This design comes from an exercise in tuning for small area and few clock cycles on the open sky130 flow, not from production work. In this exercise RTL edits were held to simulation tests only and were not proved equivalent to the original. Power figures rest on the tool's default switching activity, not on a simulated workload.

==> flow/design.v <==
module slmp_record (
    input  wire        clk,
    input  wire        rst,
    input  wire        cmd_valid,
    output wire        cmd_ready,
    input  wire [7:0]  cmd_op,
    input  wire [15:0] cmd_n,
    input  wire        in_valid,
    output wire        in_ready,
    input  wire [23:0] in_data,
    output wire        out_valid,
    input  wire        out_ready,
    output wire [5:0]  out_field,
    output wire [2:0]  out_kind,
    output wire [31:0] out_data,
    output reg         done,
    output reg  [3:0]  st_err,
    output reg  [3:0]  st_sub,
    output reg  [15:0] olen,
    output reg  [15:0] res
);
    localparam [7:0] OP_LAYOUT = 8'h60;
    localparam [7:0] OP_SIZEOF = 8'h61;
    localparam [7:0] OP_DEC    = 8'h62;
    localparam [2:0] C_OK      = 3'd0;
    localparam [2:0] C_UNSUP   = 3'd1;   
    localparam [2:0] C_MISSING = 3'd2;   
    localparam [2:0] C_WCOUNT  = 3'd3;   
    localparam [2:0] C_NOLAY   = 3'd4;   
    localparam [2:0] C_ILLEGAL = 3'd5;   
    localparam [2:0] C_FLIMIT  = 3'd6;   
    localparam [2:0] C_LSIZE   = 3'd7;   
    localparam [1:0] ST_IDLE   = 2'd0;
    localparam [1:0] ST_LAYOUT = 2'd1;
    localparam [1:0] ST_DEC    = 2'd2;
    reg [1:0]  state;
    reg        done_q;
    reg [2:0]  code;
    reg        olen_f;        
    reg [15:0] res_q;
    reg [14:0] ring [0:63];
    reg [3:0]  s_v;           
    reg [5:0]  s_i [0:3];
    reg [3:0]  s_h;
    reg [5:0]  p0;            
    reg [7:0]  np_lo, np_hi;  
    reg        lt_valid;
    reg [5:0]  lt_last;       
    reg [15:0] lt_size;       
    reg [5:0]  fi;            
    reg [15:0] rem;           
    reg        last;          
    reg        h;             
    reg [2:0]  kind;          
    reg        lastf;         
    reg [15:0] bw;            
    reg        bv;            
    reg [7:0]  hb;            
    reg [1:0]  l_err;         
    reg        big;           
    wire in_lay = (state == ST_LAYOUT);
    wire in_dec = (state == ST_DEC);
    wire [15:0] word = in_data[15:0];
    wire k_b   = (kind == 3'd1);
    wire k_i16 = (kind == 3'd2);
    wire k_u16 = (kind == 3'd3);
    wire k_32  = (kind[2:1] == 2'b10);
    wire k_s   = (kind == 3'd6);
    wire [15:0] cw  = bv ? bw : word;
    wire        cwv = bv || in_valid;
    wire        s_hi = k_s && h && !last;    
    reg dv, dr;         
    always @(*) begin
        if (s_hi) begin
            dv = 1'b1;            dr = !bv;
        end else if (k_32) begin
            dv = bv && in_valid;  dr = !bv || out_ready;
        end else begin
            dv = cwv;             dr = !bv || out_ready;
        end
    end
    wire in_move  = in_valid && in_ready;
    wire out_move = out_valid && out_ready;
    wire c_move   = in_dec && out_move;                  
    wire f_end    = in_dec && (k_s ? (last && out_move) : out_move);
    wire d_done   = f_end && lastf;
    wire bypass   = !bv && out_move && !s_hi && !k_32;
    wire wslot0 = np_lo[0] && np_hi[0];
    assign out_valid = in_dec && dv;
    assign in_ready  = in_lay ? (big || wslot0) : (in_dec && dr);
    assign cmd_ready = (state == ST_IDLE) || d_done;
    assign out_field = fi;
    assign out_kind  = kind;
    assign out_data[31:16] = k_32 ? word : (k_i16 ? {16{cw[15]}} : 16'd0);
    assign out_data[15:8]  = (k_32 || k_i16 || k_u16) ? cw[15:8] : 8'd0;
    assign out_data[7:1]   = (k_s && h) ? hb[7:1] : (k_b ? 7'd0 : cw[7:1]);
    assign out_data[0]     = (k_s && h) ? hb[0] : (k_b ? (cw != 16'd0) : cw[0]);
    wire        nx_more = in_dec && !lastf;
    wire [5:0]  nx_f    = nx_more ? fi + 6'd1 : 6'd0;
    reg  [14:0] raw, grp;
    integer g, j;
    always @(*) begin
        raw = 15'd0;
        for (g = 0; g < 8; g = g + 1) begin
            grp = 15'd0;
            for (j = 0; j < 8; j = j + 1)
                grp = grp | (ring[8 * g + j] & {15{np_lo[j]}});
            raw = raw | (grp & {15{np_hi[g]}});
        end
    end
    wire [3:0]  esc_m   = s_v & {s_i[3] == nx_f, s_i[2] == nx_f,
                                 s_i[1] == nx_f, s_i[0] == nx_f};
    wire        esc     = |esc_m;
    wire        r_b     = (raw == 15'd0);
    wire        r_n     = &raw[14:2];
    wire        nx_s    = esc || !(r_b || r_n);
    wire [15:0] nx_clen = {|(esc_m & s_h), raw};
    wire [2:0]  nx_kind = nx_s ? 3'd6 : r_b ? 3'd1 : {raw[1], !raw[1], raw[0]};
    always @(*) begin
        done = done_q || d_done;
        olen = {9'd0, (d_done || olen_f) ? ({1'b0, lt_last} + 7'd1) : 7'd0};
        res  = res_q;
        if (d_done) begin
            st_err = 4'd0; st_sub = 4'd0;
        end else begin
            case (code)
                C_UNSUP:   begin st_err = 4'd7;  st_sub = 4'd0; end
                C_MISSING: begin st_err = 4'd8;  st_sub = 4'd0; end
                C_WCOUNT:  begin st_err = 4'd11; st_sub = 4'd3; end
                C_NOLAY:   begin st_err = 4'd11; st_sub = 4'd7; end
                C_ILLEGAL: begin st_err = 4'd12; st_sub = 4'd0; end
                C_FLIMIT:  begin st_err = 4'd13; st_sub = 4'd4; end
                C_LSIZE:   begin st_err = 4'd13; st_sub = 4'd5; end
                default:   begin st_err = 4'd0;  st_sub = 4'd0; end
            endcase
        end
    end
    wire [7:0]  d_kind = in_data[7:0];
    wire [15:0] d_clen = in_data[23:8];
    wire        d_str  = (d_kind == 8'd6);
    wire [15:0] d_add  = d_str ? {1'b0, d_clen[15:1]} :
                         ((d_kind == 8'd4 || d_kind == 8'd5) ? 16'd1 : 16'd0);
    wire [17:0] size_sum  = {1'b0, lt_size, 1'b1} + {1'b0, d_add, 1'b1};
    wire [16:0] size_next = size_sum[17:1];
    wire [1:0]  d_err = (d_kind == 8'd0 || d_kind > 8'd6) ? 2'd1 :
                        (d_str && d_clen == 16'd0) ? 2'd2 :
                        size_next[16] ? 2'd3 : 2'd0;
    wire [1:0]  l_err_next = (l_err != 2'd0) ? l_err : d_err;
    wire ring_wr = in_lay && wslot0;
    integer i;
    always @(posedge clk) begin
        for (i = 0; i < 63; i = i + 1)
            ring[i] <= ring[i + 1];
        ring[63] <= !ring_wr ? ring[0] : d_str ? d_clen[14:0] :
                    (d_kind[2:0] == 3'd1) ? 15'd0 : {13'h1fff, d_kind[1:0] - 2'd2};
    end
    wire [15:0] rem_dec = rem - 16'd1;
    wire [5:0] p0_r    = p0 - 6'd1;
    wire [7:0] p0_lo_r = 8'd1 << p0_r[2:0];
    wire [7:0] p0_hi_r = 8'd1 << p0_r[5:3];
    wire [7:0] np_lo_r = {np_lo[0], np_lo[7:1]};
    wire [7:0] np_hi_r = np_lo[0] ? {np_hi[0], np_hi[7:1]} : np_hi;
    wire       dec_go  = cmd_valid && cmd_ready && (cmd_op == OP_DEC) &&
                         lt_valid && (cmd_n == lt_size) && (lt_size != 16'd0);
    wire       start   = (f_end && !lastf) || dec_go;
    always @(posedge clk) begin
        p0 <= p0_r;
        if (in_lay && in_move && last) begin
            np_lo <= p0_lo_r;
            np_hi <= p0_hi_r;
        end else if (in_lay && in_move) begin
            np_lo <= np_lo;
            np_hi <= np_hi;
        end else if (start) begin
            np_lo <= (nx_f == lt_last) ? p0_lo_r : np_lo;
            np_hi <= (nx_f == lt_last) ? p0_hi_r : np_hi;
        end else begin
            np_lo <= np_lo_r;
            np_hi <= np_hi_r;
        end
        if (rst) begin
            state    <= ST_IDLE;
            done_q   <= 1'b0;
            code     <= C_OK;
            olen_f   <= 1'b0;
            res_q    <= 16'd0;
            lt_valid <= 1'b0;
        end else begin
            done_q <= 1'b0;
            if (in_lay && in_move) begin
                rem     <= rem_dec;
                last    <= (rem == 16'd2);
                fi      <= fi + 6'd1;
                lt_size <= size_next[15:0];
                l_err   <= l_err_next;
                if (d_str && (d_clen[15] || (&d_clen[14:2]))) begin
                    if (!s_v[0]) begin
                        s_v[0] <= 1'b1; s_i[0] <= fi; s_h[0] <= d_clen[15];
                    end else if (!s_v[1]) begin
                        s_v[1] <= 1'b1; s_i[1] <= fi; s_h[1] <= d_clen[15];
                    end else if (!s_v[2]) begin
                        s_v[2] <= 1'b1; s_i[2] <= fi; s_h[2] <= d_clen[15];
                    end else begin
                        s_v[3] <= 1'b1; s_i[3] <= fi; s_h[3] <= d_clen[15];
                    end
                end
                if (last) begin
                    lt_last <= fi;
                    state  <= ST_IDLE;
                    done_q <= 1'b1;
                    olen_f <= 1'b0;
                    if (big)
                        code <= C_FLIMIT;
                    else begin
                        case (l_err_next)
                            2'd1: code <= C_UNSUP;
                            2'd2: code <= C_MISSING;
                            2'd3: code <= C_LSIZE;
                            default: code <= C_OK;
                        endcase
                        lt_valid <= (l_err_next == 2'd0);
                    end
                end
            end
            if (in_dec) begin
                if (k_32 && bv) begin
                    if (out_move)
                        bv <= 1'b0;
                end else if (in_move && !bypass) begin
                    bw <= word;
                    bv <= 1'b1;
                end else if (bv && out_move && !s_hi)
                    bv <= 1'b0;
                if (k_s && c_move) begin
                    if (!h)
                        hb <= cw[15:8];
                    h    <= !h;
                    rem  <= rem_dec;
                    last <= (rem == 16'd2);
                end
                if (d_done) begin
                    state  <= ST_IDLE;
                    code   <= C_OK;
                    olen_f <= 1'b1;
                end
            end
            if (start) begin
                fi    <= nx_f;
                kind  <= nx_kind;
                rem   <= nx_clen;
                last  <= (nx_clen == 16'd1);
                lastf <= (nx_f == lt_last);
                h     <= 1'b0;
            end
            if (cmd_valid && cmd_ready) begin
                case (cmd_op)
                    OP_LAYOUT: begin
                        lt_valid <= 1'b0;
                        lt_size  <= 16'd0;
                        big      <= (cmd_n > 16'd64);
                        rem      <= cmd_n;
                        last     <= (cmd_n == 16'd1);
                        fi       <= 6'd0;
                        p0       <= 6'd0;
                        np_lo    <= 8'd1;
                        np_hi    <= 8'd1;
                        l_err    <= 2'd0;
                        s_v      <= 4'd0;
                        if (cmd_n == 16'd0) begin
                            state    <= ST_IDLE;
                            done_q   <= 1'b1;
                            code     <= C_OK;
                            olen_f   <= 1'b0;
                            lt_valid <= 1'b1;
                        end else
                            state <= ST_LAYOUT;
                    end
                    OP_SIZEOF: begin
                        state  <= ST_IDLE;
                        done_q <= 1'b1;
                        olen_f <= 1'b0;
                        if (lt_valid) begin
                            code  <= C_OK;
                            res_q <= lt_size;
                        end else
                            code <= C_NOLAY;
                    end
                    OP_DEC: begin
                        if (!dec_go) begin
                            state  <= ST_IDLE;
                            done_q <= 1'b1;
                            olen_f <= 1'b0;
                            code   <= !lt_valid ? C_NOLAY :
                                      (cmd_n != lt_size) ? C_WCOUNT : C_OK;
                        end else
                            state <= ST_DEC;
                        bv <= 1'b0;
                    end
                    default: begin
                        state  <= ST_IDLE;
                        done_q <= 1'b1;
                        olen_f <= 1'b0;
                        code   <= C_ILLEGAL;
                    end
                endcase
            end
        end
    end
endmodule
clock: 6.0 ns
lec_check: 0
cap_margin: 0
core_margin: 2
core_utilization: 65
cts_buf_list: sky130_fd_sc_hd__clkbuf_16
cts_cluster_diameter: 90
cts_cluster_size: 30
slew_margin: 0
run.sh (not shown) runs the stock make flow with config.mk's settings and CLKGATE_MAP_FILE= SYNTH_SCRIPT=/design/flow/synth_recipe.tcl, a recipe that flattens the netlist after the stock synthesis.
The baseline went through all stages and came out clean.
Testbench counts at the start, summed over its fixed seeds: cycles 21,097.
==> next run, changes <==
--- a/flow/design.v
+++ b/flow/design.v
@@ -36,14 +36,14 @@
     reg [1:0]  state;
     reg        done_q;
     reg [2:0]  code;
     reg        olen_f;        
     reg [15:0] res_q;
-    reg [14:0] ring [0:63];
-    reg [3:0]  s_v;           
-    reg [5:0]  s_i [0:3];
-    reg [3:0]  s_h;
+    reg [15:0] ring [0:63];
+    reg        sa_v, sb_v;    
+    reg [5:0]  sa_i, sb_i;
+    reg [1:0]  sa_l, sb_l;
     reg [5:0]  p0;            
     reg [7:0]  np_lo, np_hi;  
     reg        lt_valid;
     reg [5:0]  lt_last;       
     reg [15:0] lt_size;       
@@ -95,28 +95,28 @@
     assign out_data[15:8]  = (k_32 || k_i16 || k_u16) ? cw[15:8] : 8'd0;
     assign out_data[7:1]   = (k_s && h) ? hb[7:1] : (k_b ? 7'd0 : cw[7:1]);
     assign out_data[0]     = (k_s && h) ? hb[0] : (k_b ? (cw != 16'd0) : cw[0]);
     wire        nx_more = in_dec && !lastf;
     wire [5:0]  nx_f    = nx_more ? fi + 6'd1 : 6'd0;
-    reg  [14:0] raw, grp;
+    reg  [15:0] raw, grp;
     integer g, j;
     always @(*) begin
-        raw = 15'd0;
+        raw = 16'd0;
         for (g = 0; g < 8; g = g + 1) begin
-            grp = 15'd0;
+            grp = 16'd0;
             for (j = 0; j < 8; j = j + 1)
-                grp = grp | (ring[8 * g + j] & {15{np_lo[j]}});
-            raw = raw | (grp & {15{np_hi[g]}});
+                grp = grp | (ring[8 * g + j] & {16{np_lo[j]}});
+            raw = raw | (grp & {16{np_hi[g]}});
         end
     end
-    wire [3:0]  esc_m   = s_v & {s_i[3] == nx_f, s_i[2] == nx_f,
-                                 s_i[1] == nx_f, s_i[0] == nx_f};
-    wire        esc     = |esc_m;
-    wire        r_b     = (raw == 15'd0);
-    wire        r_n     = &raw[14:2];
+    wire        esc_a   = sa_v && (sa_i == nx_f);
+    wire        esc_b   = sb_v && (sb_i == nx_f);
+    wire        esc     = esc_a || esc_b;
+    wire        r_b     = (raw == 16'd0);
+    wire        r_n     = &raw[15:2];
     wire        nx_s    = esc || !(r_b || r_n);
-    wire [15:0] nx_clen = {|(esc_m & s_h), raw};
+    wire [15:0] nx_clen = esc ? {14'h3fff, esc_a ? sa_l : sb_l} : raw;
     wire [2:0]  nx_kind = nx_s ? 3'd6 : r_b ? 3'd1 : {raw[1], !raw[1], raw[0]};
     always @(*) begin
         done = done_q || d_done;
         olen = {9'd0, (d_done || olen_f) ? ({1'b0, lt_last} + 7'd1) : 7'd0};
         res  = res_q;
@@ -149,12 +149,12 @@
     wire ring_wr = in_lay && wslot0;
     integer i;
     always @(posedge clk) begin
         for (i = 0; i < 63; i = i + 1)
             ring[i] <= ring[i + 1];
-        ring[63] <= !ring_wr ? ring[0] : d_str ? d_clen[14:0] :
-                    (d_kind[2:0] == 3'd1) ? 15'd0 : {13'h1fff, d_kind[1:0] - 2'd2};
+        ring[63] <= !ring_wr ? ring[0] : d_str ? d_clen :
+                    (d_kind[2:0] == 3'd1) ? 16'd0 : {14'h3fff, d_kind[1:0] - 2'd2};
     end
     wire [15:0] rem_dec = rem - 16'd1;
     wire [5:0] p0_r    = p0 - 6'd1;
     wire [7:0] p0_lo_r = 8'd1 << p0_r[2:0];
     wire [7:0] p0_hi_r = 8'd1 << p0_r[5:3];
@@ -191,19 +191,15 @@
                 rem     <= rem_dec;
                 last    <= (rem == 16'd2);
                 fi      <= fi + 6'd1;
                 lt_size <= size_next[15:0];
                 l_err   <= l_err_next;
-                if (d_str && (d_clen[15] || (&d_clen[14:2]))) begin
-                    if (!s_v[0]) begin
-                        s_v[0] <= 1'b1; s_i[0] <= fi; s_h[0] <= d_clen[15];
-                    end else if (!s_v[1]) begin
-                        s_v[1] <= 1'b1; s_i[1] <= fi; s_h[1] <= d_clen[15];
-                    end else if (!s_v[2]) begin
-                        s_v[2] <= 1'b1; s_i[2] <= fi; s_h[2] <= d_clen[15];
+                if (d_str && (&d_clen[15:2])) begin
+                    if (!sa_v) begin
+                        sa_v <= 1'b1; sa_i <= fi; sa_l <= d_clen[1:0];
                     end else begin
-                        s_v[3] <= 1'b1; s_i[3] <= fi; s_h[3] <= d_clen[15];
+                        sb_v <= 1'b1; sb_i <= fi; sb_l <= d_clen[1:0];
                     end
                 end
                 if (last) begin
                     lt_last <= fi;
                     state  <= ST_IDLE;
@@ -263,11 +259,12 @@
                         fi       <= 6'd0;
                         p0       <= 6'd0;
                         np_lo    <= 8'd1;
                         np_hi    <= 8'd1;
                         l_err    <= 2'd0;
-                        s_v      <= 4'd0;
+                        sa_v     <= 1'b0;
+                        sb_v     <= 1'b0;
                         if (cmd_n == 16'd0) begin
                             state    <= ST_IDLE;
                             done_q   <= 1'b1;
                             code     <= C_OK;
                             olen_f   <= 1'b0;
- die area increases by 2.2%
- final area increases by about 2%
- via count increases by about 1.4%
- flip-flop and latch count increases by 50
- cell count increases by 1.5%
- area after synthesis increases by about 2.2%
- worst hold slack improves by 0.0097 ns
- clock power barely changes
- power increases by 2.9%
- combinational power decreases by about 20%
- setup slack improves by 0.29 ns
Testbench counts after the change, summed over its fixed seeds: cycles 21,097.

## static timing again, ports no longer ideal
In the flow no input, the clock included, has a driving cell. The finished layouts below were timed again as built, in two steps. Step 1, drivers: a clkbuf_16 drives clk and a buf_2 each remaining input, both assumed. Step 2 also shifts input and output timing later by t, the mid clock arrival at the registers, as if the neighbouring blocks saw the same clock. Slacks: ideal / step 1 / step 2; pairs: ideal / step 1.
run	t (ns)	slack for setup (ns)	worst setup path at the end	cell pins on the clock port's net
the first run	0.676	0.881 / 0.918 / 0.242	input to register	1
the second run	0.681	1.169 / 1.133 / 0.756	input to register	1
After both steps setup and hold are still met in every run listed. The setup slack of the first run, which loses most, moves by +0.037 ns with the drivers and by -0.639 ns with both steps.
